Background: an optimization exercise with open tools, aiming at small area. Do not read the settings as production practice.
Where RTL was checked, it was by simulation tests only, not by an equivalence proof against the original.
Function not checked in run 1: the RTL went through the layout flow alone.
Power figures rest on the tool's default switching activity, not on a simulated workload.

==> flow/design.v <==
module triple_tx #(
    parameter CHANNEL_COUNT = 112
) (
    input  wire         clk,
    input  wire         rst,
    input  wire         tx_valid,
    output wire         tx_ready,
    input  wire         tx_fd,
    input  wire [7:0]   tx_channel,
    input  wire [31:0]  tx_id,
    input  wire         tx_ext,
    input  wire         tx_rtr,
    input  wire         tx_brs,
    input  wire         tx_esi,
    input  wire [7:0]   tx_len,
    input  wire [511:0] tx_data,
    output wire         txo_valid,
    input  wire         txo_ready,
    output reg  [7:0]   txo_byte,
    output wire         txo_last,
    output reg          tx_err_valid,
    output reg  [1:0]   tx_err_code
);
    localparam [7:0] START  = 8'h0F;
    localparam [7:0] END    = 8'hEF;
    localparam [7:0] ESCAPE = 8'h1F;
    localparam [7:0] TX_CAN = 8'h81;
    localparam [2:0] S_IDLE  = 3'd0;
    localparam [2:0] S_SCAN  = 3'd1;
    localparam [2:0] S_START = 3'd2;
    localparam [2:0] S_LEN   = 3'd3;
    localparam [2:0] S_CMD   = 3'd4;
    localparam [2:0] S_BODY  = 3'd5;
    localparam [2:0] S_END   = 3'd6;
    localparam [1:0] ERR_INVALID_LENGTH = 2'd1;
    localparam [1:0] ERR_CHANNEL_RANGE  = 2'd2;
    function is_special;
        input [7:0] b;
        begin
            is_special = (b == START) || (b == END) || (b == ESCAPE);
        end
    endfunction
    reg  [2:0]   state;
    wire         idle = (state == S_IDLE);
    reg          len_ok;
    reg  [3:0]   code;
    always @* begin
        len_ok = 1'b0;
        code   = 4'd0;
        if (tx_len <= 8'd8) begin
            len_ok = 1'b1;
            code   = tx_len[3:0];
        end else if (tx_fd) begin
            case (tx_len)
                8'd12: begin len_ok = 1'b1; code = 4'h9; end
                8'd16: begin len_ok = 1'b1; code = 4'hA; end
                8'd20: begin len_ok = 1'b1; code = 4'hB; end
                8'd24: begin len_ok = 1'b1; code = 4'hC; end
                8'd32: begin len_ok = 1'b1; code = 4'hD; end
                8'd48: begin len_ok = 1'b1; code = 4'hE; end
                8'd64: begin len_ok = 1'b1; code = 4'hF; end
                default: begin len_ok = 1'b0; code = 4'h0; end
            endcase
        end
    end
    wire chan_ok = (tx_channel < CHANNEL_COUNT);
    reg  [8*70-1:0] bb;
    reg  [6:0]      len_q;    
    reg  [7:0]      L_q;      
    reg  [6:0]      k;        
    reg             esc_sent;
    always @(posedge clk) begin
        if (idle) begin
            bb[8*0 +: 8]  <= tx_id[31:24];
            bb[8*1 +: 8]  <= tx_id[23:16];
            bb[8*2 +: 8]  <= tx_id[15:8];
            bb[8*3 +: 8]  <= tx_id[7:0];
            bb[8*4 +: 8]  <= {tx_ext, tx_rtr, tx_fd, tx_fd & tx_brs, code};
            bb[8*5 +: 8]  <= {tx_fd & tx_esi, tx_channel[6:0]};
            bb[8*70-1:48] <= tx_data;
            len_q         <= tx_len[6:0];
        end
    end
    wire [7:0] cur_b   = bb[8*k +: 8];
    wire       k_last  = (k == len_q + 7'd5);
    reg  [7:0] cur;
    always @* begin
        case (state)
            S_START: cur = START;
            S_LEN:   cur = L_q;
            S_CMD:   cur = TX_CAN;
            S_END:   cur = END;
            default: cur = cur_b;
        endcase
    end
    wire cur_special = is_special(cur);
    wire stuffable   = (state == S_LEN) || (state == S_BODY);
    wire need_esc    = stuffable && cur_special && !esc_sent;
    assign tx_ready  = idle;
    assign txo_valid = (state != S_IDLE) && (state != S_SCAN);
    assign txo_last  = (state == S_END);
    always @* txo_byte = need_esc ? ESCAPE : cur;
    always @(posedge clk) begin
        if (rst) begin
            state        <= S_IDLE;
            tx_err_valid <= 1'b0;
        end else begin
            tx_err_valid <= 1'b0;
            case (state)
                S_IDLE: begin
                    k        <= 7'd0;
                    esc_sent <= 1'b0;
                    L_q      <= tx_len + 8'd10;
                    if (tx_valid) begin
                        if (!len_ok) begin
                            tx_err_valid <= 1'b1;
                            tx_err_code  <= ERR_INVALID_LENGTH;
                        end else if (!chan_ok) begin
                            tx_err_valid <= 1'b1;
                            tx_err_code  <= ERR_CHANNEL_RANGE;
                        end else begin
                            state <= S_SCAN;
                        end
                    end
                end
                S_SCAN: begin
                    if (cur_special)
                        L_q <= L_q + 8'd1;
                    if (k_last) begin
                        k     <= 7'd0;
                        state <= S_START;
                    end else begin
                        k <= k + 7'd1;
                    end
                end
                default: begin
                    if (txo_ready) begin
                        if (need_esc) begin
                            esc_sent <= 1'b1;
                        end else begin
                            esc_sent <= 1'b0;
                            case (state)
                                S_START: state <= S_LEN;
                                S_LEN:   state <= S_CMD;
                                S_CMD:   state <= S_BODY;
                                S_BODY: begin
                                    if (k_last) state <= S_END;
                                    k <= k + 7'd1;
                                end
                                default: state <= S_IDLE;
                            endcase
                        end
                    end
                end
            endcase
        end
    end
endmodule
module triple_rx #(
    parameter MTU = 100
) (
    input  wire         clk,
    input  wire         rst,
    input  wire         rx_in_valid,
    input  wire [7:0]   rx_in_byte,
    output reg          rx_valid,
    output reg  [2:0]   rx_kind,
    output reg  [7:0]   rx_info,
    output wire [7:0]   rx_raw_len,
    output wire [7:0]   rx_ulen,
    output wire [6:0]   rx_channel,
    output wire [31:0]  rx_id,
    output wire         rx_ext,
    output wire         rx_rtr,
    output wire         rx_brs,
    output wire         rx_esi,
    output reg  [6:0]   rx_len,
    output wire [511:0] rx_data,
    output reg          rx_overflow
);
    localparam [7:0] END    = 8'hEF;
    localparam [7:0] ESCAPE = 8'h1F;
    localparam [2:0] K_CLASSIC   = 3'd0;
    localparam [2:0] K_FD        = 3'd1;
    localparam [2:0] K_STATUS    = 3'd2;
    localparam [2:0] K_FWVERSION = 3'd3;
    localparam [2:0] K_TRUNCATED = 3'd4;
    localparam [2:0] K_UNRECCMD  = 3'd5;
    localparam [2:0] K_INVLEN    = 3'd6;
    localparam LO = 2;     
    localparam HI = 72;    
    reg  [6:0]   count;      
    reg  [6:0]   ulen;       
    reg          fresh;      
    reg          err;        
    reg          prev_esc;   
    reg          uesc;       
    reg  [8*(HI+1)-1:8*LO] ubuf;
    wire [7:0] b        = rx_in_byte;
    wire       b_esc    = (b == ESCAPE);
    wire       boundary = (b == END) && !prev_esc;
    wire [6:0] count_c  = fresh ? 7'd0 : count;
    wire [6:0] ulen_c   = fresh ? 7'd0 : ulen;
    wire       full     = (count_c == MTU);
    wire       store    = !err && !full;
    wire       uwrite   = store && (uesc || !b_esc);
    integer i;
    always @(posedge clk) begin
        if (rx_in_valid && uwrite)
            for (i = LO; i <= HI; i = i + 1)
                if (ulen_c == i)
                    ubuf[8*i +: 8] <= b;
    end
    always @(posedge clk) begin
        if (rst) begin
            fresh       <= 1'b1;
            err         <= 1'b0;
            prev_esc    <= 1'b0;
            uesc        <= 1'b0;
            rx_valid    <= 1'b0;
            rx_overflow <= 1'b0;
        end else begin
            rx_valid    <= 1'b0;
            rx_overflow <= 1'b0;
            if (rx_in_valid) begin
                count <= count_c + {6'd0, store};
                ulen  <= ulen_c + {6'd0, uwrite};
                fresh <= 1'b0;
                if (store)
                    uesc <= uesc ? 1'b0 : b_esc;
                else if (!err) begin
                    err         <= 1'b1;
                    rx_overflow <= 1'b1;
                end
                if (boundary) begin
                    rx_valid <= store;
                    err      <= 1'b0;
                    fresh    <= 1'b1;
                    uesc     <= 1'b0;
                    prev_esc <= 1'b0;
                end else begin
                    prev_esc <= b_esc;
                end
            end
        end
    end
    wire [7:0] cmd  = ubuf[8*2 +: 8];
    wire [7:0] flag = ubuf[8*7 +: 8];
    wire [7:0] chan = ubuf[8*8 +: 8];
    reg  [6:0] length;
    always @* begin
        length = {3'd0, flag[3:0]};
        if (flag[5]) begin
            case (flag[3:0])
                4'h9: length = 7'd12;
                4'hA: length = 7'd16;
                4'hB: length = 7'd20;
                4'hC: length = 7'd24;
                4'hD: length = 7'd32;
                4'hE: length = 7'd48;
                4'hF: length = 7'd64;
                default: length = {3'd0, flag[3:0]};
            endcase
        end
        rx_len = length;
        if (ulen < 7'd3) begin
            rx_kind = K_TRUNCATED;
            rx_info = {1'b0, ulen};
        end else if (cmd == 8'h8A) begin
            rx_kind = K_STATUS;
            rx_info = 8'd0;
        end else if (cmd == 8'h90) begin
            rx_kind = K_FWVERSION;
            rx_info = 8'd0;
        end else if (cmd != 8'h81) begin
            rx_kind = K_UNRECCMD;
            rx_info = cmd;
        end else if (ulen < 7'd9) begin
            rx_kind = K_TRUNCATED;
            rx_info = {1'b0, ulen};
        end else if (!flag[5] && (flag[3:0] > 4'd8)) begin
            rx_kind = K_INVLEN;
            rx_info = {4'd0, flag[3:0]};
        end else if (ulen < 7'd9 + length) begin
            rx_kind = K_TRUNCATED;
            rx_info = {1'b0, ulen};
        end else begin
            rx_kind = flag[5] ? K_FD : K_CLASSIC;
            rx_info = 8'd0;
        end
    end
    assign rx_raw_len = {1'b0, count};
    assign rx_ulen    = {1'b0, ulen};
    assign rx_channel = chan[6:0];
    assign rx_esi     = chan[7];
    assign rx_ext     = flag[7];
    assign rx_rtr     = flag[6];
    assign rx_brs     = flag[4];
    assign rx_id      = {ubuf[8*3 +: 8], ubuf[8*4 +: 8], ubuf[8*5 +: 8], ubuf[8*6 +: 8]};
    genvar g;
    generate
        for (g = 0; g < 64; g = g + 1) begin : g_data
            assign rx_data[8*g +: 8] = ubuf[8*(9 + g) +: 8];
        end
    endgenerate
endmodule
module triple_codec (
    input  wire         clk,
    input  wire         rst,
    input  wire         tx_valid,
    output wire         tx_ready,
    input  wire         tx_fd,
    input  wire [7:0]   tx_channel,
    input  wire [31:0]  tx_id,
    input  wire         tx_ext,
    input  wire         tx_rtr,
    input  wire         tx_brs,
    input  wire         tx_esi,
    input  wire [7:0]   tx_len,
    input  wire [511:0] tx_data,
    output wire         txo_valid,
    input  wire         txo_ready,
    output wire [7:0]   txo_byte,
    output wire         txo_last,
    output wire         tx_err_valid,
    output wire [1:0]   tx_err_code,
    input  wire         rx_in_valid,
    input  wire [7:0]   rx_in_byte,
    output wire         rx_valid,
    output wire [2:0]   rx_kind,
    output wire [7:0]   rx_info,
    output wire [7:0]   rx_raw_len,
    output wire [7:0]   rx_ulen,
    output wire [6:0]   rx_channel,
    output wire [31:0]  rx_id,
    output wire         rx_ext,
    output wire         rx_rtr,
    output wire         rx_brs,
    output wire         rx_esi,
    output wire [6:0]   rx_len,
    output wire [511:0] rx_data,
    output wire         rx_overflow
);
    triple_tx #(.CHANNEL_COUNT(112)) u_tx (
        .clk          (clk),
        .rst          (rst),
        .tx_valid     (tx_valid),
        .tx_ready     (tx_ready),
        .tx_fd        (tx_fd),
        .tx_channel   (tx_channel),
        .tx_id        (tx_id),
        .tx_ext       (tx_ext),
        .tx_rtr       (tx_rtr),
        .tx_brs       (tx_brs),
        .tx_esi       (tx_esi),
        .tx_len       (tx_len),
        .tx_data      (tx_data),
        .txo_valid    (txo_valid),
        .txo_ready    (txo_ready),
        .txo_byte     (txo_byte),
        .txo_last     (txo_last),
        .tx_err_valid (tx_err_valid),
        .tx_err_code  (tx_err_code)
    );
    triple_rx #(.MTU(100)) u_rx (
        .clk         (clk),
        .rst         (rst),
        .rx_in_valid (rx_in_valid),
        .rx_in_byte  (rx_in_byte),
        .rx_valid    (rx_valid),
        .rx_kind     (rx_kind),
        .rx_info     (rx_info),
        .rx_raw_len  (rx_raw_len),
        .rx_ulen     (rx_ulen),
        .rx_channel  (rx_channel),
        .rx_id       (rx_id),
        .rx_ext      (rx_ext),
        .rx_rtr      (rx_rtr),
        .rx_brs      (rx_brs),
        .rx_esi      (rx_esi),
        .rx_len      (rx_len),
        .rx_data     (rx_data),
        .rx_overflow (rx_overflow)
    );
endmodule
==> flow/run.sh <==
#!/bin/bash
# synth_recipe.tcl (not shown) runs the flow's synth.tcl, then flattens the netlist and writes it again
# the make line also repeats each setting of config.mk as NAME=value (left out here)
make -C /OpenROAD-flow-scripts/flow DESIGN_CONFIG=/design/flow/config.mk WORK_HOME=/design/flow/orfs CLKGATE_MAP_FILE= SYNTH_SCRIPT=/design/flow/synth_recipe.tcl finish
==> flow/config.mk <==
export PLATFORM = sky130hd
export DESIGN_NAME = triple_codec
export DESIGN_NICKNAME = triple_codec
export VERILOG_FILES = /design/flow/design.v
export SDC_FILE = /design/flow/constraint.sdc
export NUM_CORES = 4
export LEC_CHECK = 0
export CAP_MARGIN = 20
export CORE_MARGIN = 2
export CORE_UTILIZATION = 40
export SLEW_MARGIN = 20
==> flow/constraint.sdc <==
create_clock -name core_clock -period 10.0 [get_ports {clk}]
set_input_delay 2.0000 -clock core_clock [delete_from_list [all_inputs] [get_ports {clk}]]
set_output_delay 2.0000 -clock core_clock [all_outputs]
set_load 0.01 [all_outputs]
==> results of run 1 <==
-- placed cells by master, fill, tap and decap left out, types with 7 or more instances in the layout --
| cell | synthesis | final |
|---|---|---|
| sky130_fd_sc_hd__a221oi_1 | 14 | 14 |
| sky130_fd_sc_hd__ha_1 | 17 | 17 |
| sky130_fd_sc_hd__clkinv_2 | 0 | 22 |
| sky130_fd_sc_hd__o211ai_1 | 7 | 7 |
| sky130_fd_sc_hd__buf_2 | 19 | 8 |
| sky130_fd_sc_hd__nand3_1 | 31 | 31 |
| sky130_fd_sc_hd__inv_1 | 17 | 15 |
| sky130_fd_sc_hd__nand2b_1 | 11 | 11 |
| sky130_fd_sc_hd__mux2i_1 | 60 | 60 |
| sky130_fd_sc_hd__o21a_1 | 13 | 13 |
| sky130_fd_sc_hd__nor2b_1 | 25 | 22 |
| sky130_fd_sc_hd__dfxtp_1 | 10 | 8 |
| sky130_fd_sc_hd__and3_1 | 15 | 15 |
| sky130_fd_sc_hd__nor3_1 | 25 | 24 |
| sky130_fd_sc_hd__nor2_1 | 139 | 137 |
| sky130_fd_sc_hd__clkinv_1 | 1 | 28 |
| sky130_fd_sc_hd__clkdlybuf4s50_1 | 0 | 1172 |
| sky130_fd_sc_hd__xor2_1 | 14 | 14 |
| sky130_fd_sc_hd__or3_1 | 7 | 7 |
| sky130_fd_sc_hd__diode_2 | 0 | 29 |
| sky130_fd_sc_hd__clkbuf_1 | 32 | 13 |
| sky130_fd_sc_hd__bufinv_16 | 0 | 15 |
| sky130_fd_sc_hd__o21ai_0 | 35 | 35 |
| sky130_fd_sc_hd__nand4_1 | 11 | 11 |
| sky130_fd_sc_hd__a211oi_1 | 11 | 11 |
| sky130_fd_sc_hd__edfxtp_1 | 1167 | 1167 |
| sky130_fd_sc_hd__clkinvlp_4 | 0 | 10 |
| sky130_fd_sc_hd__clkbuf_16 | 0 | 118 |
| sky130_fd_sc_hd__mux4_2 | 91 | 91 |
| sky130_fd_sc_hd__xnor2_1 | 27 | 27 |
| sky130_fd_sc_hd__buf_4 | 18 | 34 |
| sky130_fd_sc_hd__a31oi_1 | 9 | 9 |
| sky130_fd_sc_hd__mux4_1 | 12 | 12 |
| sky130_fd_sc_hd__and2_1 | 11 | 11 |
| sky130_fd_sc_hd__a22oi_1 | 24 | 24 |
| sky130_fd_sc_hd__mux2_2 | 28 | 28 |
| sky130_fd_sc_hd__nand2_1 | 61 | 60 |
| sky130_fd_sc_hd__a21oi_1 | 35 | 35 |
-- worst max path at each step --
stage	endpoint	from	depth (start not counted)	slack, ps
5_1_grt	txo_byte[4]	u_tx.k[0]$_DFFE_PP_	12	1850
3_3_place_gp	txo_byte[4]	u_tx.k[0]$_DFFE_PP_	12	2850
4_1_cts	txo_byte[4]	u_tx.k[0]$_DFFE_PP_	12	2060
3_5_place_dp	txo_byte[4]	u_tx.k[0]$_DFFE_PP_	12	2840
6_report	txo_byte[4]	u_tx.k[0]$_DFFE_PP_	12	2140
2_1_floorplan	tx_ready	u_tx.state[1]$_SDFFE_PP0P_	4	-700
-- state kept, by name, indices dropped and copies added (netlist names) --
signal,flops
u_tx.state,3
u_rx.ubuf,568
u_rx.prev_esc,1
u_rx.uesc,1
u_tx.L_q,8
u_rx.count,7
u_rx.fresh,1
u_rx.err,1
u_rx.rx_overflow,1
u_tx.tx_err_valid,1
u_tx.k,7
u_rx.ulen,7
u_tx.esc_sent,1
u_tx.bb,560
u_tx.tx_err_code,2
u_rx.rx_valid,1
u_tx.len_q,7
-- critical path, stage by stage (launching register included) --
cell and delay [ps]:
sky130_fd_sc_hd__edfxtp_1 340, sky130_fd_sc_hd__buf_4 480, sky130_fd_sc_hd__buf_4 650, sky130_fd_sc_hd__mux4_2 600, sky130_fd_sc_hd__a22oi_2 200, sky130_fd_sc_hd__a21oi_1 120
sky130_fd_sc_hd__a2111oi_2 350, sky130_fd_sc_hd__o221ai_1 350, sky130_fd_sc_hd__or4b_4 650, sky130_fd_sc_hd__a211oi_1 290, sky130_fd_sc_hd__and2_1 320, sky130_fd_sc_hd__or2_2 170
sky130_fd_sc_hd__clkdlybuf4s50_1 540
-- stage by stage --
step                instance area, sq um  instances   util  setup TNS (ps)  total power (uW)
finish                             60400       4904  0.565               0             12500
global route                       60400       4902  0.564               0             12900
CTS                                60300       4873  0.564               0             12600
detailed placement                 56500       4660  0.527               0              8210
global placement                   56500       4660  0.527               0              8180
floorplan                          43200       2128      -            -696              7540
-- power groups by stage --
stage	logic (uW)	registers [uW]	clock network (uW)
floorplan	902	6640	0
global placement	1610	6560	0
detailed placement	1640	6570	0
CTS	1640	6480	4490
global route	1730	6520	4680
finish	1640	6480	4420
-- logic make-up after synthesis --
| logic type | Yosys count | synth area share |
|---|---|---|
| flops | 1177 | 0.817 |
| fa+ha+maj | 17 | 0.00493 |
| xor+xnor | 41 | 0.00833 |
| buf+inv | 105 | 0.0136 |
| other cells | 1 | 0.0000870 |
| simple gates | 375 | 0.0427 |
| mux | 191 | 0.0761 |
| compound gates | 220 | 0.0370 |
-- synthesized netlist by cell type, types with 24 or more instances --
library cell,n,share of area
sky130_fd_sc_hd__nand2_1,61,0.0053
sky130_fd_sc_hd__xnor2_1,27,0.0055
sky130_fd_sc_hd__a22oi_1,24,0.0042
sky130_fd_sc_hd__mux2_2,28,0.0073
sky130_fd_sc_hd__mux2i_1,60,0.014
sky130_fd_sc_hd__a21oi_1,35,0.0041
sky130_fd_sc_hd__nor2_1,139,0.012
sky130_fd_sc_hd__nor2b_1,25,0.0036
sky130_fd_sc_hd__mux4_2,91,0.048
sky130_fd_sc_hd__edfxtp_1,1167,0.81
sky130_fd_sc_hd__nor3_1,25,0.0029
sky130_fd_sc_hd__nand3_1,31,0.0036
sky130_fd_sc_hd__clkbuf_1,32,0.0028
sky130_fd_sc_hd__o21ai_0,35,0.0041
-- area by class of cell --
cell class | instances | share of cell area
inverter | 20 | 0.00124
tap | 1403 | 0.0290
clock buffer | 131 | 0.0497
timing repair buffer | 1216 | 0.200
multi-input combinational | 846 | 0.122
sequential | 1177 | 0.583
clock inverter | 82 | 0.0143
antenna | 29 | 0.00120
-- routing by layer --
metal,track usage,vias up
li1,-,11100
met5,0,-
met2,0.535,1426
met4,0.132,14
met3,0.0571,298
met1,0.305,13700
==> flow_summary.rst, run 1 <==
.. list-table::
   :header-rows: 1

   * - Metric
     - Value
   * - Max capacitance violation total
     - 0
   * - Final #Nets
     - 3,973
   * - Aggregate global routing overflow
     - 0
   * - Flop-to-flop setup slack
     - 4840 ps
   * - Clk slew on worst S/H paths
     - 60 ps
   * - Worst hold slack
     - 476 ps
   * - TritonCTS clock tree
     - done
   * - Synthesized area
     - 43,100 sq um
   * - Kind of path behind the tightest hold check
     - reg -> reg
   * - Transition time at the pin with the least slew margin
     - 1110 ps
   * - Final Skew
     - 36.2 ps
   * - Ys flop type
     - sky130_fd_sc_hd__edfxtp_1
   * - Total area of multi-input combinational cells
     - 7340 sq um
   * - DPL Wire Length
     - 123 mm
   * - Count of clock tree sinks
     - 1,177
   * - Register share of total power
     - 0.517
   * - Met3 wire length
     - 10.5 mm
   * - Number of search-and-repair iterations in the first detailed-routing pass
     - 5
   * - Reported leakage power
     - 0.0206 uW
   * - Pin count of the biggest net entering global routing
     - 126
   * - Top-level port count
     - 1,183
   * - Startpoint Class
     - flop
   * - Number of buffers added to fix hold violations after cts
     - 0
   * - Seq. cell area
     - 35,200 sq um
   * - Antenna violations before repair
     - 44
   * - Setup-failing EPs final
     - 0
   * - Number of port buffers
     - 1,180
   * - Critical path capture point type
     - output port
   * - Peak supply drop
     - 0.140 mV
   * - Root buf cell
     - sky130_fd_sc_hd__clkbuf_16
   * - Routed length per placed instance
     - 32.7 um
   * - Async set or reset register ratio after synthesis
     - 0
   * - Total setup buffers inserted after CTS
     - 0
   * - Top routing layer used
     - met5
   * - Routability Congestion
     - 0.915
   * - Fmax achieved
     - 127 MHz
   * - Critical Path AT
     - 5860 ps
   * - ANT nets after route
     - 0
   * - Number of pins exceeding their max-slew limit in the final report
     - 0
   * - Number of library cell types mapped by synthesis
     - 82
   * - Fraction of layout instances using a drive strength above 1
     - 0.105
   * - Unrepaired setup endpoints after global routing
     - no
   * - First-pass GRT wire length
     - 218 mm
   * - Proportion of power drawn by combinational gates
     - 0.131
   * - Count of flip-flops with a built-in enable after synthesis
     - 1,167
   * - Total power density per cell area
     - 208 nW/um^2
   * - Layout filler cell count
     - 8,192
   * - Vias per Instance
     - 5.41
   * - Psw
     - 3090 uW
   * - Core ar.
     - 107,000 sq um
   * - GRT Resource Usage Total
     - 0.284
   * - Number of synthesis warnings
     - 2
   * - Number of global-route vias before repair
     - 27,000
   * - DIE WIDTH
     - 332 um
   * - Setup slack at placement
     - 2840 ps
   * - Vert. Die Dim
     - 332 um
   * - Number of buffers on the longest clock path
     - 3
   * - Clock share of power
     - 0.353
   * - Final Cycle Share
     - 0.786
   * - Number of H-tree levels
     - 3
   * - Switching part of the total
     - 0.246
   * - Hold Crit Endpoint
     - u_rx.prev_esc$_SDFFE_PP0P_
   * - Worst relative slew slack
     - 0.253
   * - Die outline area
     - 110,000 sq um
   * - Clk Latency, worst-skew pair
     - 720 ps
   * - Launching point of the worst reg2reg path
     - u_tx.k[0]$_DFFE_PP_
   * - Final worst-path setup slack
     - 2140 ps
   * - Min Clock Period, post-route
     - 7860 ps
   * - Wire length on met1
     - 53.8 mm
   * - Vias
     - 26,500
   * - Area added between synthesis and finish
     - 40.1%
   * - Proportion of synthesized chip area in sequential cells
     - 0.817
   * - Total of cells resized after clock tree synthesis
     - 0
   * - Aggregate routed wire length
     - 160 mm
   * - Number of DRC markers in iteration 0
     - 2,330
   * - Seq cells post-synth
     - 1,177
   * - Required time reported for the critical path endpoint
     - 8000 ps
   * - Internal cell power
     - 9460 uW
   * - Average size of a mapped cell
     - 20.3 sq um
   * - Worst Hold Launch
     - u_rx.prev_esc$_SDFFE_PP0P_
   * - Status
     - complete, no violations
   * - TritonCTS Buffers
     - 117
   * - Starting density of the core
     - 0.403
   * - Number of instances on the worst hold path
     - 2
   * - DRC violations left
     - 0
   * - Number of standard cells after synthesis
     - 2,127
   * - Worst reg-to-reg path cell count
     - 11
   * - Critical R2R Capture
     - u_tx.L_q[2]$_DFFE_PP_
   * - Routed met2 length
     - 88.2 mm
   * - Worst-path fanout max
     - 37
   * - WS Path Type
     - reg -> out
   * - Number of endpoints with negative hold slack in the final report
     - 0
   * - Standard-cell row count
     - 120
==> inputs of run 2 (changes only) <==
--- a/flow/design.v
+++ b/flow/design.v
@@ -65,7 +65,6 @@
     end
     wire chan_ok = (tx_channel < CHANNEL_COUNT);
     reg  [8*70-1:0] bb;
-    reg  [6:0]      len_q;    
     reg  [7:0]      L_q;      
     reg  [6:0]      k;        
     reg             esc_sent;
@@ -78,11 +77,27 @@
             bb[8*4 +: 8]  <= {tx_ext, tx_rtr, tx_fd, tx_fd & tx_brs, code};
             bb[8*5 +: 8]  <= {tx_fd & tx_esi, tx_channel[6:0]};
             bb[8*70-1:48] <= tx_data;
-            len_q         <= tx_len[6:0];
         end
     end
     wire [7:0] cur_b   = bb[8*k +: 8];
-    wire       k_last  = (k == len_q + 7'd5);
+    wire [3:0] cap_code = bb[8*4 +: 4];
+    wire       cap_fd   = bb[8*4 + 5];
+    reg  [6:0] last_k;
+    always @* begin
+        last_k = 7'd5 + {3'd0, cap_code};
+        if (cap_fd)
+            case (cap_code)
+                4'h9: last_k = 7'd5 + 7'd12;
+                4'hA: last_k = 7'd5 + 7'd16;
+                4'hB: last_k = 7'd5 + 7'd20;
+                4'hC: last_k = 7'd5 + 7'd24;
+                4'hD: last_k = 7'd5 + 7'd32;
+                4'hE: last_k = 7'd5 + 7'd48;
+                4'hF: last_k = 7'd5 + 7'd64;
+                default: ;
+            endcase
+    end
+    wire       k_last  = (k == last_k);
     reg  [7:0] cur;
     always @* begin
         case (state)
@@ -110,7 +125,7 @@
                 S_IDLE: begin
                     k        <= 7'd0;
                     esc_sent <= 1'b0;
-                    L_q      <= tx_len + 8'd10;
+                    L_q      <= 8'd4;
                     if (tx_valid) begin
                         if (!len_ok) begin
                             tx_err_valid <= 1'b1;
@@ -124,8 +139,7 @@
                     end
                 end
                 S_SCAN: begin
-                    if (cur_special)
-                        L_q <= L_q + 8'd1;
+                    L_q <= L_q + {6'd0, cur_special, !cur_special};
                     if (k_last) begin
                         k     <= 7'd0;
                         state <= S_START;
==> flow/flow/run.sh (new file) <==
#!/bin/bash
# Standard ORFS layout, with the port buffers made of the smallest buffer
# cell (sky130_fd_sc_hd__buf_1) instead of the cell buffer_ports picks
# by default. Everything else is the standard flow's own flow (standard.sh).
set -euo pipefail
export BUFFER_PORTS_ARGS="-buffer_cell sky130_fd_sc_hd__buf_1"
bash standard.sh > standard.log 2>&1
==> flow/standard.sh (new file) <==
#!/bin/bash
# synth_recipe.tcl (not shown) runs the flow's synth.tcl, then flattens the netlist and writes it again
# the make line also repeats each setting of config.mk as NAME=value (left out here)
make -C /OpenROAD-flow-scripts/flow DESIGN_CONFIG=/design/flow/config.mk WORK_HOME=/design/flow/orfs CLKGATE_MAP_FILE= SYNTH_SCRIPT=/design/flow/synth_recipe.tcl "${@:-finish}"
--- a/flow/config.mk
+++ b/flow/config.mk
@@ -8,4 +8,5 @@
 export CAP_MARGIN = 20
 export CORE_MARGIN = 2
 export CORE_UTILIZATION = 40
+export CTS_BUF_LIST = sky130_fd_sc_hd__clkbuf_4
 export SLEW_MARGIN = 20
removed: flow/run.sh
==> run 2 against run 1 <==
  * Sequential share of layout area grew 8.2 points
  * Worst hold slack gained 62 ps
  * Largest power group unchanged
  * Register-to-register slack gained 130 ps
  * First-iteration DRC count shrank 8.8%
  * Clock skew grew 68 ps
  * Maximum frequency grew 5.2%
  * Critical path depth shrank 2
  * Cell count grew 5.8%
  * Non-clock buffer count grew 1
==> flow_summary.rst, run 2 <==
.. list-table::
   :header-rows: 1

   * - Metric
     - Value
   * - TritonCTS Buffers
     - 314
   * - Number of global-route vias before repair
     - 27,200
   * - Met3 wire length
     - 10.9 mm
   * - ANT nets after route
     - 0
   * - Clk slew on worst S/H paths
     - 70 ps
   * - Top register by number of flip-flops
     - u_rx.ubuf
   * - Required time reported for the critical path endpoint
     - 8000 ps
   * - Total area of multi-input combinational cells
     - 7300 sq um
   * - Share of Yosys cell area claimed by the top area cell type
     - 0.811
   * - Total placed instance area
     - 49,000 sq um
   * - DPL Wire Length
     - 105 mm
   * - Average size of a mapped cell
     - 20.1 sq um
   * - Synthesized area
     - 43,000 sq um
   * - Transition time at the pin with the least slew margin
     - 1100 ps
   * - Largest family of logic cells by synthesized area
     - multiplexers
   * - Die outline area
     - 110,000 sq um
   * - TritonCTS clock tree
     - done
   * - Layout filler cell count
     - 9,241
   * - First-pass GRT wire length
     - 199 mm
   * - Post-layout instance count excluding filler cells
     - 5,189
   * - Aggregate global routing overflow
     - 0
   * - Proportion of synthesized chip area in sequential cells
     - 0.816
   * - Count of flip-flops with a built-in enable after synthesis
     - 1,160
   * - Mux contribution to synthesized area
     - 0.0800
   * - Setup slack at placement
     - 3810 ps
   * - Aggregate routed wire length
     - 143 mm
   * - Min Clock Period, post-route
     - 7470 ps
   * - Peak supply drop
     - 0.231 mV
   * - Ys flop type
     - sky130_fd_sc_hd__edfxtp_1
   * - Commonest non-fill, non-tap cell in the layout
     - sky130_fd_sc_hd__buf_1
   * - DIE WIDTH
     - 332 um
   * - Critical path capture point type
     - output port
   * - Most frequent cells in the layout
     - sky130_fd_sc_hd__buf_1, sky130_fd_sc_hd__edfxtp_1, sky130_fd_sc_hd__clkbuf_4
   * - Area added between synthesis and finish
     - 22.7%
   * - Pin count of the biggest net entering global routing
     - 172
   * - Seq. cell area
     - 35,000 sq um
   * - Share of the synthesized netlist area taken by xor and xnor gates
     - 0.00652
   * - Routed length per placed instance
     - 27.6 um
   * - Standard-cell row count
     - 120
   * - Dominant cell by count in the synthesized netlist
     - sky130_fd_sc_hd__edfxtp_1
   * - Top Registers
     - u_rx.ubuf: 568 flops, u_tx.bb: 560 flops, u_tx.L_q: 8 flops
   * - Clk Latency, worst-skew pair
     - 1210 ps
   * - Final Skew
     - 104 ps
   * - Number of H-tree levels
     - 5
   * - Leading post-synthesis cells by cell area
     - sky130_fd_sc_hd__edfxtp_1, sky130_fd_sc_hd__mux4_2, sky130_fd_sc_hd__mux2i_1
   * - Synth Area in Adders
     - 0.00600
   * - Kind of path behind the tightest hold check
     - reg -> reg
   * - Sum of negative setup slack
     - 0 ps
   * - Post-layout utilization of the core
     - 0.494
   * - Wire length on met1
     - 49.4 mm
   * - Final non-filler cell area
     - 52,700 sq um
   * - WS Path Type
     - reg -> out
   * - Total setup buffers inserted after CTS
     - 0
   * - Reported leakage power
     - 0.0177 uW
   * - Leading cell types by count after synthesis
     - sky130_fd_sc_hd__edfxtp_1, sky130_fd_sc_hd__nor2_1, sky130_fd_sc_hd__mux4_2
   * - Final Cycle Share
     - 0.747
   * - Vert. Die Dim
     - 332 um
   * - Number of synthesis warnings
     - 2
   * - Fmax achieved
     - 134 MHz
   * - Starting density of the core
     - 0.402
   * - Async set or reset register ratio after synthesis
     - 0
   * - Final #Nets
     - 4,186
   * - Critical Path AT
     - 5470 ps
   * - Vias per Instance
     - 5.21
   * - Count of clock tree sinks
     - 1,170
   * - Antenna violations before repair
     - 39
   * - Setup-failing EPs final
     - 0
   * - Number of library cell types mapped by synthesis
     - 88
   * - Dominant cell type by area after synthesis
     - sky130_fd_sc_hd__edfxtp_1
   * - Worst-path fanout max
     - 112
   * - Top routing layer used
     - met5
   * - Max FFs per register
     - 568
   * - Number of DRC markers in iteration 0
     - 2,125
   * - Startpoint Class
     - flop
   * - Seq cells post-synth
     - 1,170
   * - Number of buffers added to fix hold violations after cts
     - 0
   * - Final worst-path setup slack
     - 2530 ps
   * - Status
     - complete, no violations
   * - Core ar.
     - 107,000 sq um
   * - GRT Resource Usage Total
     - 0.255
   * - Number of search-and-repair iterations in the first detailed-routing pass
     - 5
   * - Unrepaired setup endpoints after global routing
     - no
   * - Compound-cell area share of the yosys netlist
     - 0.0331
   * - Vias
     - 27,100
   * - Top-level port count
     - 1,183
   * - Routed met2 length
     - 76.1 mm
   * - Number of standard cells after synthesis
     - 2,133
   * - Fraction of layout instances using a drive strength above 1
     - 0.168
   * - Number of pins exceeding their max-slew limit in the final report
     - 0
   * - Number of port buffers
     - 1,180
   * - Number of buffers on the longest clock path
     - 4
   * - DRC violations left
     - 0
   * - Total of cells resized after clock tree synthesis
     - 0
   * - Root buf cell
     - sky130_fd_sc_hd__clkbuf_4
   * - DP Cell Count
     - 4,675
   * - Total power density per cell area
     - 236 nW/um^2
   * - Worst relative slew slack
     - 0.265
   * - Number of endpoints with negative hold slack in the final report
     - 0
   * - Routability Congestion
     - 0.915
   * - Area fraction in and, or, nand and nor cells after synthesis
     - 0.0438
   * - Max capacitance violation total
     - 0
[run 2: critical path, cell delays in order (launching register included)]
cell and delay, ps:
sky130_fd_sc_hd__edfxtp_1 400, sky130_fd_sc_hd__buf_12 500, sky130_fd_sc_hd__mux4_2 600, sky130_fd_sc_hd__mux4_2 500, sky130_fd_sc_hd__mux2i_1 620, sky130_fd_sc_hd__o211ai_1 230, sky130_fd_sc_hd__nor3_2 360, sky130_fd_sc_hd__o211ai_2 170
sky130_fd_sc_hd__nor2_2 340, sky130_fd_sc_hd__nor2_1 150, sky130_fd_sc_hd__buf_1 160
[run 2: final timing paths]
kind	from	endpoint	slack, ps	cells past startpoint
worst max-delay path	u_tx.k[0]$_DFFE_PP_	txo_byte[7]	2530	10
worst min-delay path	u_rx.uesc$_SDFFE_PP0P_	u_rx.uesc$_SDFFE_PP0P_	540	2
worst max register to register	u_tx.k[0]$_DFFE_PP_	u_tx.L_q[4]$_SDFFCE_PN0P_	4970	12
worst min register to register	u_rx.uesc$_SDFFE_PP0P_	u_rx.uesc$_SDFFE_PP0P_	540	2
[run 2: final cells by class]
cell class	count	area share
Clock inverter	64	0.00943
Clock buffer	423	0.0603
Tap cell	1403	0.0333
Inverter	31	0.00221
Multi-Input combinational cell	854	0.139
Antenna cell	27	0.00128
Sequential cell	1170	0.665
Timing Repair Buffer	1217	0.0900
[run 2: logic make-up after synthesis]
group	after synthesis
flops	1170
simple gates	395
mux	205
compound gates	200
buf+inv	110
xor+xnor	32
fa+ha+maj	20
other cells	1
[run 2: routing by layer]
metal / vias to the layer above / track usage
met3: 320 / 0.0740
met2: 1458 / 0.454
met4: 16 / 0.125
met5: - / 0
li1: 11600 / -
met1: 13600 / 0.278
[run 2: through the flow]
| stage | total power [uW] | hold WS [ps] |
|---|---|---|
| 3_3_place_gp | 8500 | 469 |
| 2_1_floorplan | 8520 | 454 |
| 4_1_cts | 12600 | 524 |
| 6_report | 12500 | 538 |
| 3_5_place_dp | 8500 | 508 |
| 5_1_grt | 13000 | 598 |
[run 2: report_power, final]
part / switching [uW] / total (uW) / internal (uW)
sequential: 249 / 6580 / 6330
combinational: 1200 / 1820 / 624
clock: 1890 / 4050 / 2170
==> inputs of run 3 (changes only) <==
--- a/flow/config.mk
+++ b/flow/config.mk
@@ -8,5 +8,4 @@
 export CAP_MARGIN = 20
 export CORE_MARGIN = 2
 export CORE_UTILIZATION = 40
-export CTS_BUF_LIST = sky130_fd_sc_hd__clkbuf_4
 export SLEW_MARGIN = 20
==> run 3 against run 2 <==
  * Synthesized area unchanged
  * Non-clock buffer count did not move
  * Worst setup slack better by 520 ps
  * Cell count shrank 5.2%
  * Sequential power about the same
  * First-iteration DRC count grew 11%
  * Wire length down 1.0%
  * Design area is 0.21% higher
  * Clock power rose by 6.9%
  * Flip-flop and latch count stayed put
  * Critical endpoint unchanged
  * Largest power group unchanged
==> flow_summary.rst, run 3 <==
.. list-table::
   :header-rows: 1

   * - Metric
     - Value
   * - Status
     - complete, no violations
   * - Most frequent cells in the layout
     - sky130_fd_sc_hd__buf_1, sky130_fd_sc_hd__edfxtp_1, sky130_fd_sc_hd__nor2_1
   * - Count of clock tree sinks
     - 1,170
   * - TritonCTS Buffers
     - 115
   * - Number of H-tree levels
     - 3
   * - Vias
     - 25,900
   * - Dominant cell by count in the synthesized netlist
     - sky130_fd_sc_hd__edfxtp_1
   * - Number of global-route vias before repair
     - 25,500
   * - Largest incremental delay on the critical path
     - 610 ps
   * - TritonCTS clock tree
     - done
   * - Final #Nets
     - 3,987
   * - Pin count of the biggest net entering global routing
     - 172
   * - WS Path Type
     - reg -> out
   * - Aggregate global routing overflow
     - 0
   * - Root buf cell
     - sky130_fd_sc_hd__clkbuf_16
   * - Ys flop type
     - sky130_fd_sc_hd__edfxtp_1
   * - Antenna violations before repair
     - 43
   * - Number of endpoints with negative hold slack in the final report
     - 0
   * - Number of port buffers
     - 1,180
   * - Worst path cell trace
     - buf_12, mux4_2, mux4_2, mux2i_1, o211ai_1, nor3_2, o211ai_2, nor2_2, nor2_1, buf_1
   * - Number of DRC markers in iteration 0
     - 2,365
   * - Most common cell on crit path
     - sky130_fd_sc_hd__mux4_2
   * - Unrepaired setup endpoints after global routing
     - no
   * - Commonest non-fill, non-tap cell in the layout
     - sky130_fd_sc_hd__buf_1
   * - Die outline area
     - 110,000 sq um
   * - Worst-path fanout max
     - 112
   * - Total power density per cell area
     - 241 nW/um^2
   * - Kind of path behind the tightest hold check
     - reg -> reg
   * - Final Skew
     - 57.2 ps
   * - Flop-to-flop setup slack
     - 5060 ps
   * - Required time reported for the critical path endpoint
     - 8000 ps
   * - DP Cell Count
     - 4,675
   * - Transition time at the pin with the least slew margin
     - 1090 ps
   * - Vias per Instance
     - 5.27
   * - Peak supply drop
     - 0.228 mV
   * - Routed length per placed instance
     - 28.8 um
   * - Number of library cell types mapped by synthesis
     - 88
   * - Total of cells resized after clock tree synthesis
     - 0
   * - Post-layout utilization of the core
     - 0.495
   * - First-pass GRT wire length
     - 195 mm
   * - Vert. Die Dim
     - 332 um
   * - Number of synthesis warnings
     - 2
   * - Max capacitance violation total
     - 0
   * - DRC violations left
     - 0
   * - Async set or reset register ratio after synthesis
     - 0
   * - Final Cycle Share
     - 0.695
   * - Total setup buffers inserted after CTS
     - 0
   * - Leading post-synthesis cells by cell area
     - sky130_fd_sc_hd__edfxtp_1, sky130_fd_sc_hd__mux4_2, sky130_fd_sc_hd__mux2i_1
   * - Number of standard cells after synthesis
     - 2,133
   * - Worst relative slew slack
     - 0.273
   * - Clk slew on worst S/H paths
     - 70 ps
   * - Fraction of layout instances using a drive strength above 1
     - 0.102
   * - ANT nets after route
     - 0
   * - Number of pins exceeding their max-slew limit in the final report
     - 0
   * - Starting density of the core
     - 0.402
   * - Number of search-and-repair iterations in the first detailed-routing pass
     - 7
   * - Fmax achieved
     - 144 MHz
   * - Source of the critical timing path
     - u_tx.k[0]$_DFFE_PP_
   * - DPL Wire Length
     - 105 mm
   * - Worst Hold Launch
     - u_rx.uesc$_SDFFE_PP0P_
   * - Reported leakage power
     - 0.0173 uW
   * - Max FFs per register
     - 568
   * - Seq cells post-synth
     - 1,170
   * - Setup slack at placement
     - 3810 ps
   * - Critical path capture point type
     - output port
   * - Average size of a mapped cell
     - 20.1 sq um
   * - Core ar.
     - 107,000 sq um
   * - Clk Latency, worst-skew pair
     - 730 ps
   * - Standard-cell row count
     - 120
   * - Crit-path slowest cell
     - sky130_fd_sc_hd__mux4_2
   * - Number of buffers added to fix hold violations after cts
     - 0
   * - Worst reg-to-reg path cell count
     - 12
   * - Top Registers
     - u_rx.ubuf: 568 flops, u_tx.bb: 560 flops, u_tx.L_q: 8 flops
   * - Proportion of synthesized chip area in sequential cells
     - 0.816
   * - Dominant cell type by area after synthesis
     - sky130_fd_sc_hd__edfxtp_1
   * - Area added between synthesis and finish
     - 22.9%
   * - Routability Congestion
     - 0.915
   * - Post-layout instance count excluding filler cells
     - 4,917
   * - Launching point of the worst reg2reg path
     - u_tx.k[0]$_DFFE_PP_
   * - DIE WIDTH
     - 332 um
   * - Synthesized area
     - 43,000 sq um
   * - Count of flip-flops with a built-in enable after synthesis
     - 1,160
   * - Share of Yosys cell area claimed by the top area cell type
     - 0.811
   * - Aggregate routed wire length
     - 142 mm
   * - Destination of the critical timing path
     - txo_byte[7]
   * - Number of buffers on the longest clock path
     - 3
   * - GRT Resource Usage Total
     - 0.250
   * - Top register by number of flip-flops
     - u_rx.ubuf
   * - Setup-failing EPs final
     - 0
   * - Final worst-path setup slack
     - 3050 ps
   * - Startpoint Class
     - flop
   * - Min Clock Period, post-route
     - 6950 ps
   * - Critical Path AT
     - 4950 ps
   * - Top-level port count
     - 1,183
   * - Leading cell types by count after synthesis
     - sky130_fd_sc_hd__edfxtp_1, sky130_fd_sc_hd__nor2_1, sky130_fd_sc_hd__mux4_2
   * - Critical R2R Capture
     - u_tx.L_q[4]$_SDFFCE_PN0P_
==> run 3: worst max-delay path: cells and delay by family (launching register included) <==
family / cells / cell delay, ps
buffers and inverters: 2 / 630
AND/OR/NAND/NOR: 3 / 860
multiplexers: 3 / 1640
flip-flops: 1 / 400
AO/OA/AOI/OAI: 2 / 400
==> run 3: worst min path at each step <==
stage	endpoint	slack, ps	cells after the start
2_1_floorplan	u_rx.uesc$_SDFFE_PP0P_	450	2
3_3_place_gp	u_rx.uesc$_SDFFE_PP0P_	470	2
3_5_place_dp	u_rx.uesc$_SDFFE_PP0P_	510	2
4_1_cts	u_rx.uesc$_SDFFE_PP0P_	520	2
5_1_grt	u_rx.uesc$_SDFFE_PP0P_	600	2
6_report	u_rx.uesc$_SDFFE_PP0P_	540	2
==> run 3: through the flow <==
stage	area (sq um)	hold slack [ps]	TNS [ps]	total power (uW)
2_1_floorplan	43000	454	-2547530	8520
6_report	52800	540	0	12700
3_5_place_dp	49000	508	0	8500
5_1_grt	52800	597	0	13100
3_3_place_gp	48900	469	0	8500
4_1_cts	52700	524	0	12800
==> run 3: metal layers <==
layer  up-vias  share of wire  track usage  wire (um)
li1      11100              -            -          -
met1     13100           0.35        0.282      49000
met2      1386           0.54        0.451      75900
met3       242          0.073       0.0541      10300
met4        18          0.043        0.120       6150
met5         -        0.00086            0        121
==> run 3: power by group <==
part	leakage [uW]	switching, uW	internal [uW]
sequential	0.0114	252	6330
combinational	0.00414	1200	624
clock	0.00183	1870	2460
==> run 3: cells by family (layout without fill, tap and decap cells) <==
family,count (synthesis),after routing,share of synthesized area
other cells,1,32,0.0000873
xor+xnor,32,32,0.00652
buf+inv,110,1460,0.0150
fa+ha+maj,20,20,0.00600
compound gates,200,200,0.0331
flops,1170,1170,0.816
simple gates,395,395,0.0438
mux,205,205,0.0800
==> run 3: area by class of cell <==
class                      count  area, sq um
antenna                       30         75.1
clock buffer                 139         2970
clock inverter                73          810
fill                        9059        53900
inverter                      31          116
multi-input combinational    854         7300
sequential                  1170        35000
tap                         1403         1760
timing repair buffer        1217         4740
==> inputs of run 4 (changes only) <==
--- a/flow/config.mk
+++ b/flow/config.mk
@@ -8,4 +8,7 @@
 export CAP_MARGIN = 20
 export CORE_MARGIN = 2
 export CORE_UTILIZATION = 40
+export CTS_BUF_LIST = sky130_fd_sc_hd__clkbuf_8
+export CTS_CLUSTER_DIAMETER = 60
+export CTS_CLUSTER_SIZE = 20
 export SLEW_MARGIN = 20
==> run 4 against run 3 <==
  * Still clean
  * Register-to-register slack better by 100 ps
  * Critical path depth up 2
  * Maximum frequency up 0.74%
  * Non-clock buffer count unchanged
  * Largest power group unchanged
==> flow_summary.rst, run 4 <==
.. list-table::
   :header-rows: 1

   * - Metric
     - Value
   * - Status
     - complete, no violations
   * - Average size of a mapped cell
     - 20.1 sq um
   * - DIE WIDTH
     - 332 um
   * - Unrepaired setup endpoints after global routing
     - no
   * - Aggregate global routing overflow
     - 0
   * - Routability Congestion
     - 0.915
   * - DRC violations left
     - 0
   * - Leading post-synthesis cells by cell area
     - sky130_fd_sc_hd__edfxtp_1, sky130_fd_sc_hd__mux4_2, sky130_fd_sc_hd__mux2i_1
   * - Final non-filler cell area
     - 51,200 sq um
   * - Number of search-and-repair iterations in the first detailed-routing pass
     - 6
   * - Area added between synthesis and finish
     - 19.2%
   * - Setup slack at placement
     - 3810 ps
   * - Dominant cell type by area after synthesis
     - sky130_fd_sc_hd__edfxtp_1
   * - Dominant cell by count in the synthesized netlist
     - sky130_fd_sc_hd__edfxtp_1
   * - Most frequent cells in the layout
     - sky130_fd_sc_hd__buf_1, sky130_fd_sc_hd__edfxtp_1, sky130_fd_sc_hd__nor2_1
   * - Critical Path AT
     - 4900 ps
   * - Count of flip-flops with a built-in enable after synthesis
     - 1,160
   * - Core ar.
     - 107,000 sq um
   * - WS Path Type
     - reg -> out
   * - Root buf cell
     - sky130_fd_sc_hd__clkbuf_8
   * - GRT Resource Usage Total
     - 0.249
   * - Async set or reset register ratio after synthesis
     - 0
   * - ANT nets after route
     - 0
   * - Top-level port count
     - 1,183
   * - Worst relative slew slack
     - 0.279
   * - Number of port buffers
     - 1,180
   * - Leading cell types by count after synthesis
     - sky130_fd_sc_hd__edfxtp_1, sky130_fd_sc_hd__nor2_1, sky130_fd_sc_hd__mux4_2
   * - Die outline area
     - 110,000 sq um
   * - Ys flop type
     - sky130_fd_sc_hd__edfxtp_1
   * - Fmax achieved
     - 145 MHz
   * - Top Registers
     - u_rx.ubuf: 568 flops, u_tx.bb: 560 flops, u_tx.L_q: 8 flops
   * - Max capacitance violation total
     - 0
   * - Peak supply drop
     - 0.233 mV
   * - Number of global-route vias before repair
     - 25,200
   * - Clk slew on worst S/H paths
     - 100 ps
   * - Transition time at the pin with the least slew margin
     - 1080 ps
   * - Critical R2R Capture
     - u_tx.L_q[4]$_SDFFCE_PN0P_
   * - Grt met2 use
     - 0.448
   * - Required time reported for the critical path endpoint
     - 8000 ps
   * - Number of H-tree levels
     - 3
   * - Largest incremental delay on the critical path
     - 760 ps
   * - Number of pins exceeding their max-slew limit in the final report
     - 0
   * - Fraction of layout instances using a drive strength above 1
     - 0.100
   * - Starting density of the core
     - 0.402
   * - Critical path capture point type
     - output port
   * - Standard-cell row count
     - 120
   * - Source of the critical timing path
     - u_tx.k[0]$_DFFE_PP_
   * - Top register by number of flip-flops
     - u_rx.ubuf
   * - Final worst-path setup slack
     - 3100 ps
   * - TritonCTS clock tree
     - done
   * - Number of library cell types mapped by synthesis
     - 88
   * - Setup-failing EPs final
     - 0
   * - Fraction of met3 tracks used by global routing
     - 0.0543
   * - Worst hold slack
     - 539 ps
   * - Total power density per cell area
     - 221 nW/um^2
   * - Vias per Instance
     - 5.27
   * - Startpoint Class
     - flop
   * - Final #Nets
     - 3,966
   * - TritonCTS Buffers
     - 94
   * - Number of buffers added to fix hold violations after cts
     - 0
   * - Number of synthesis warnings
     - 2
   * - Commonest non-fill, non-tap cell in the layout
     - sky130_fd_sc_hd__buf_1
   * - Seq cells post-synth
     - 1,170
   * - Proportion of synthesized chip area in sequential cells
     - 0.816
   * - Number of buffers on the longest clock path
     - 3
   * - Vias
     - 25,700
   * - Total placed instance area
     - 49,000 sq um
   * - DPL Wire Length
     - 105 mm
   * - Flop-to-flop setup slack
     - 5160 ps
   * - Most common cell on crit path
     - sky130_fd_sc_hd__buf_4
   * - Count of clock tree sinks
     - 1,170
   * - Total of cells resized after clock tree synthesis
     - 0
   * - Min Clock Period, post-route
     - 6900 ps
   * - Total setup buffers inserted after CTS
     - 0
   * - Crit-path slowest cell
     - sky130_fd_sc_hd__buf_4
   * - Reported leakage power
     - 0.0166 uW
   * - Max FFs per register
     - 568
   * - Synthesized area
     - 43,000 sq um
   * - Final Cycle Share
     - 0.690
   * - Worst path cell trace
     - buf_4, buf_4, mux4_2, mux2i_1, o211ai_1, o311ai_0, and3_1, a211oi_2, o211ai_2, nor2_2, nor2_1, buf_1
   * - Routed length per placed instance
     - 28.8 um
   * - Most Used Layer, Global Route
     - met2
   * - Sum of negative setup slack
     - 0 ps
   * - Share of Yosys cell area claimed by the top area cell type
     - 0.811
   * - Antenna violations before repair
     - 43
   * - Vert. Die Dim
     - 332 um
   * - Kind of path behind the tightest hold check
     - reg -> reg
   * - Clk Latency, worst-skew pair
     - 800 ps
   * - Overall power
     - 11,300 uW
   * - First-pass GRT wire length
     - 193 mm
   * - Worst reg-to-reg path cell count
     - 14
   * - Pin count of the biggest net entering global routing
     - 172
   * - Destination of the critical timing path
     - txo_byte[7]
   * - Number of DRC markers in iteration 0
     - 2,444
   * - Aggregate routed wire length
     - 141 mm
   * - Worst-path fanout max
     - 43
   * - Number of endpoints with negative hold slack in the final report
     - 0
   * - Launching point of the worst reg2reg path
     - u_tx.k[0]$_DFFE_PP_
   * - Met1 global-route usage
     - 0.280
   * - Number of standard cells after synthesis
     - 2,133
   * - Final Skew
     - 57.5 ps
-- run 4: cell counts after synthesis --
No cell type changed its count.
-- run 4: logic make-up after synthesis --
family | Yosys count | synth area share
adder cells (fa/ha/maj) | 20 | 0.00600
AO/OA/AOI/OAI | 200 | 0.0331
other | 1 | 0.0000873
multiplexers | 205 | 0.0800
buffers and inverters | 110 | 0.0150
flip-flops | 1170 | 0.816
XOR/XNOR | 32 | 0.00652
AND/OR/NAND/NOR | 395 | 0.0438
-- run 4: worst min-delay path by stage --
stage                           start                      to  slack [ps]  cells after the start
2_1_floorplan  u_rx.uesc$_SDFFE_PP0P_  u_rx.uesc$_SDFFE_PP0P_         450                      2
3_3_place_gp   u_rx.uesc$_SDFFE_PP0P_  u_rx.uesc$_SDFFE_PP0P_         470                      2
3_5_place_dp   u_rx.uesc$_SDFFE_PP0P_  u_rx.uesc$_SDFFE_PP0P_         510                      2
4_1_cts        u_rx.uesc$_SDFFE_PP0P_  u_rx.uesc$_SDFFE_PP0P_         530                      2
5_1_grt        u_rx.uesc$_SDFFE_PP0P_  u_rx.uesc$_SDFFE_PP0P_         610                      2
6_report       u_rx.uesc$_SDFFE_PP0P_  u_rx.uesc$_SDFFE_PP0P_         540                      2
-- run 4: metal layers --
metal | wire length, um | vias up | share of wire
li1 | - | 11000 | -
met5 | 133 | - | 0.00095
met2 | 75100 | 1371 | 0.53
met4 | 6310 | 18 | 0.045
met1 | 48600 | 13000 | 0.35
met3 | 10400 | 255 | 0.074
-- run 4: area by class of cell --
class	instances	area [sq um]
well taps	1403	1760
fillers	9232	55600
inverters	31	116
flip-flops and latches	1170	35000
clock inverters	74	817
diodes	31	77.6
repair buffers	1217	4740
clock buffers	97	1340
multi-input cells	854	7300
-- run 4: stage by stage --
stage,instances,utilization
3_5_place_dp,4675,0.459
3_3_place_gp,4675,0.459
2_1_floorplan,2134,-
4_1_cts,4846,0.479
5_1_grt,4871,0.479
6_report,4877,0.479
-- run 4: critical path, delay by kind of cell, from the launching register on --
family	cells	cell delay [ps]
flops	1	400
buf+inv	3	1400
simple gates	3	710
mux	2	500
compound gates	4	1050
-- run 4: power breakdown --
group	switching, uW	internal [uW]
clock network	1780	1170
registers	252	6320
logic	1190	624
==> inputs of run 5 (changes only) <==
--- a/flow/config.mk
+++ b/flow/config.mk
@@ -8,7 +8,7 @@
 export CAP_MARGIN = 20
 export CORE_MARGIN = 2
 export CORE_UTILIZATION = 40
-export CTS_BUF_LIST = sky130_fd_sc_hd__clkbuf_8
-export CTS_CLUSTER_DIAMETER = 60
-export CTS_CLUSTER_SIZE = 20
+export CTS_BUF_LIST = sky130_fd_sc_hd__clkbuf_16
+export CTS_CLUSTER_DIAMETER = 80
+export CTS_CLUSTER_SIZE = 30
 export SLEW_MARGIN = 20
==> run 5 against run 4 <==
  * Sequential share of layout area rose by 0.78 points
  * Worst hold slack gained 4.9 ps
  * First-iteration DRC count shrank 2.7%
  * Synthesized area stayed put
  * Clock power shrank 13%
  * Global-route usage shrank 0.24 points
  * Worst setup slack got worse by 64 ps
  * Clock skew fell by 14 ps
  * Combinational power is essentially flat
  * Largest cell class unchanged
==> flow_summary.rst, run 5 <==
.. list-table::
   :header-rows: 1

   * - Metric
     - Value
   * - Status
     - complete, no violations
   * - Pin count of the biggest net entering global routing
     - 172
   * - DRC violations left
     - 0
   * - Aggregate global routing overflow
     - 0
   * - Largest delay share family, worst path
     - multiplexers
   * - Antenna violations before repair
     - 40
   * - Worst-path fanout max
     - 112
   * - Average size of a mapped cell
     - 20.1 sq um
   * - Launching point of the worst reg2reg path
     - u_tx.k[0]$_DFFE_PP_
   * - Area added between synthesis and finish
     - 17.8%
   * - First-pass GRT wire length
     - 192 mm
   * - Critical path capture point type
     - output port
   * - Top Registers
     - u_rx.ubuf: 568 flops, u_tx.bb: 560 flops, u_tx.L_q: 8 flops
   * - TritonCTS clock tree
     - done
   * - Vert. Die Dim
     - 332 um
   * - Total of cells resized after clock tree synthesis
     - 0
   * - Transition time at the pin with the least slew margin
     - 1090 ps
   * - TritonCTS Buffers
     - 51
   * - Number of port buffers
     - 1,180
   * - Clk slew on worst S/H paths
     - 100 ps
   * - Worst relative slew slack
     - 0.271
   * - Vias
     - 25,300
   * - Die outline area
     - 110,000 sq um
   * - Count of flip-flops with a built-in enable after synthesis
     - 1,160
   * - Kind of path behind the tightest hold check
     - reg -> reg
   * - Count of clock tree sinks
     - 1,170
   * - Number of global-route vias before repair
     - 24,800
   * - Setup-failing EPs final
     - 0
   * - Number of standard cells after synthesis
     - 2,133
   * - Final worst-path setup slack
     - 3040 ps
   * - DIE WIDTH
     - 332 um
   * - Number of instances on the worst hold path
     - 2
   * - Leading post-synthesis cells by cell area
     - sky130_fd_sc_hd__edfxtp_1, sky130_fd_sc_hd__mux4_2, sky130_fd_sc_hd__mux2i_1
   * - Seq cells post-synth
     - 1,170
   * - Flop-to-flop setup slack
     - 5040 ps
   * - Fmax achieved
     - 144 MHz
   * - Number of buffers added to fix hold violations after cts
     - 0
   * - Critical R2R Capture
     - u_tx.L_q[4]$_SDFFCE_PN0P_
   * - Unrepaired setup endpoints after global routing
     - no
   * - GRT Resource Usage Total
     - 0.246
   * - Critical Path AT
     - 4960 ps
   * - Required time reported for the critical path endpoint
     - 8000 ps
   * - Ys flop type
     - sky130_fd_sc_hd__edfxtp_1
   * - Share of Yosys cell area claimed by the top area cell type
     - 0.811
   * - Worst Hold Launch
     - u_rx.uesc$_SDFFE_PP0P_
   * - Core ar.
     - 107,000 sq um
   * - Clk Latency, worst-skew pair
     - 680 ps
   * - Number of H-tree levels
     - 2
   * - Dominant cell type by area after synthesis
     - sky130_fd_sc_hd__edfxtp_1
   * - Worst reg-to-reg path cell count
     - 12
   * - Number of synthesis warnings
     - 2
   * - Number of library cell types mapped by synthesis
     - 88
   * - Number of endpoints with negative hold slack in the final report
     - 0
   * - Hold Crit Endpoint
     - u_rx.uesc$_SDFFE_PP0P_
   * - ANT nets after route
     - 0
   * - Number of buffers on the longest clock path
     - 3
   * - Number of pins exceeding their max-slew limit in the final report
     - 0
   * - Final #Nets
     - 3,923
   * - Number of DRC markers in iteration 0
     - 2,379
   * - Root buf cell
     - sky130_fd_sc_hd__clkbuf_16
   * - Max capacitance violation total
     - 0
   * - Most frequent cells in the layout
     - sky130_fd_sc_hd__buf_1, sky130_fd_sc_hd__edfxtp_1, sky130_fd_sc_hd__nor2_1
   * - Aggregate routed wire length
     - 139 mm
   * - Synthesized area
     - 43,000 sq um
   * - Min Clock Period, post-route
     - 6960 ps
   * - Peak supply drop
     - 0.227 mV
   * - Total power density per cell area
     - 216 nW/um^2
   * - Starting density of the core
     - 0.402
   * - Proportion of synthesized chip area in sequential cells
     - 0.816
   * - Crit-path slowest cell
     - sky130_fd_sc_hd__mux4_2
   * - Commonest non-fill, non-tap cell in the layout
     - sky130_fd_sc_hd__buf_1
   * - Setup slack at placement
     - 3810 ps
   * - Number of search-and-repair iterations in the first detailed-routing pass
     - 6
   * - Largest incremental delay on the critical path
     - 600 ps
   * - Final Skew
     - 43.8 ps
   * - Top-level port count
     - 1,183
   * - Final Cycle Share
     - 0.696
   * - Reported leakage power
     - 0.0163 uW
   * - Vias per Instance
     - 5.30
   * - Overall power
     - 11,000 uW
   * - Startpoint Class
     - flop
   * - Leading cell types by count after synthesis
     - sky130_fd_sc_hd__edfxtp_1, sky130_fd_sc_hd__nor2_1, sky130_fd_sc_hd__mux4_2
   * - Routed length per placed instance
     - 29.2 um
   * - Dominant cell by count in the synthesized netlist
     - sky130_fd_sc_hd__edfxtp_1
   * - Total buffers and inverters traversed by the critical path
     - 2
   * - Top register by number of flip-flops
     - u_rx.ubuf
   * - Most common cell on crit path
     - sky130_fd_sc_hd__mux4_2
   * - Standard-cell row count
     - 120
   * - Max FFs per register
     - 568
   * - DPL Wire Length
     - 105 mm
   * - WS Path Type
     - reg -> out
   * - Worst path cell trace
     - buf_12, mux4_2, mux4_2, mux2i_1, o211ai_1, nor3_2, o211ai_2, nor2_2, nor2_1, buf_1
   * - Fraction of layout instances using a drive strength above 1
     - 0.0774
   * - Async set or reset register ratio after synthesis
     - 0
   * - Routability Congestion
     - 0.915
   * - Total setup buffers inserted after CTS
     - 0
   * - Layout filler cell count
     - 9,250
[run 5: cell counts after synthesis]
No cell type changed its count.
[run 5: worst max path at each step]
stage / slack, ps / to / depth (start not counted) / startpoint
finish: 3040 / txo_byte[7] / 10 / u_tx.k[0]$_DFFE_PP_
global route: 2780 / txo_byte[7] / 12 / u_tx.k[0]$_DFFE_PP_
CTS: 3030 / txo_byte[7] / 12 / u_tx.k[0]$_DFFE_PP_
detailed placement: 3810 / txo_byte[7] / 12 / u_tx.k[0]$_DFFE_PP_
global placement: 3860 / txo_byte[7] / 12 / u_tx.k[0]$_DFFE_PP_
floorplan: -5500 / tx_ready / 3 / u_tx.state[1]$_SDFFE_PP0P_
[run 5: worst min-delay path, cell delays in order, from the launching register on]
cell	delay [ps]
sky130_fd_sc_hd__dfxtp_1	350
sky130_fd_sc_hd__a32oi_1	70
sky130_fd_sc_hd__nor2_1	90
[run 5: area by class of cell]
class | count | area (sq um) | area share
diodes | 24 | 60.1 | 0.00119
clock buffers | 51 | 1280 | 0.0252
clock inverters | 22 | 317 | 0.00626
inverters | 31 | 116 | 0.00230
multi-input cells | 854 | 7300 | 0.144
flip-flops and latches | 1170 | 35000 | 0.692
well taps | 1403 | 1760 | 0.0347
repair buffers | 1217 | 4740 | 0.0937
[run 5: cells by family after synthesis]
group	after synthesis	synth area share
other cells	1	0.0000873
simple gates	395	0.0438
xor+xnor	32	0.00652
flops	1170	0.816
mux	205	0.0800
buf+inv	110	0.0150
compound gates	200	0.0331
fa+ha+maj	20	0.00600
[run 5: routing by layer]
metal / global-route usage / wire, um
met4: 0.108 / 6430
met5: 0 / 105
met3: 0.0509 / 9480
met1: 0.280 / 49000
met2: 0.448 / 74500
[run 5: power by group]
group	leakage [uW]	total, uW	internal (uW)	switching (uW)
registers	0.0114	6570	6320	249
clock network	0.000770	2570	1010	1560
logic	0.00414	1820	624	1200
total	0.0163	11000	7950	3010
[run 5: through the flow]
step | instances | util | cell area, sq um | hold WS (ps) | TNS (ps)
final | 4772 | 0.474 | 50600 | 544 | 0
after global routing | 4769 | 0.474 | 50600 | 606 | 0
after CTS | 4748 | 0.473 | 50500 | 533 | 0
after detailed placement | 4675 | 0.459 | 49000 | 508 | 0
after global placement | 4675 | 0.459 | 48900 | 469 | 0
after floorplan | 2134 | - | 43000 | 454 | -2547530

static timing again, ports no longer ideal:
The results above use ideal ports. As a check the final layouts listed here were re-extracted and re-timed, cells and wires unchanged.
Step 1 assumes that a clkbuf_16 drives the clock port and a buf_2 every other input.
Step 2, shift: input delay + t, output delay - t, t = (earliest + latest rising clock arrival at the registers) / 2. This alone moves slack from input paths to output paths.
Slacks: no drivers / after step 1 / after step 2; pairs: no drivers / after step 1.
run	shift t [ns]	setup slack, ns	worst setup path after step 2
run 1	0.775	2.144 / 2.071 / 2.846	register to output
run 2	1.224	2.531 / 2.466 / 3.690	register to output
run 3	0.774	3.050 / 2.980 / 3.754	register to output
run 4	0.838	3.100 / 3.037 / 3.875	register to output
run 5	0.741	3.036 / 2.967 / 3.708	register to output
After both steps every run listed still meets setup and hold.
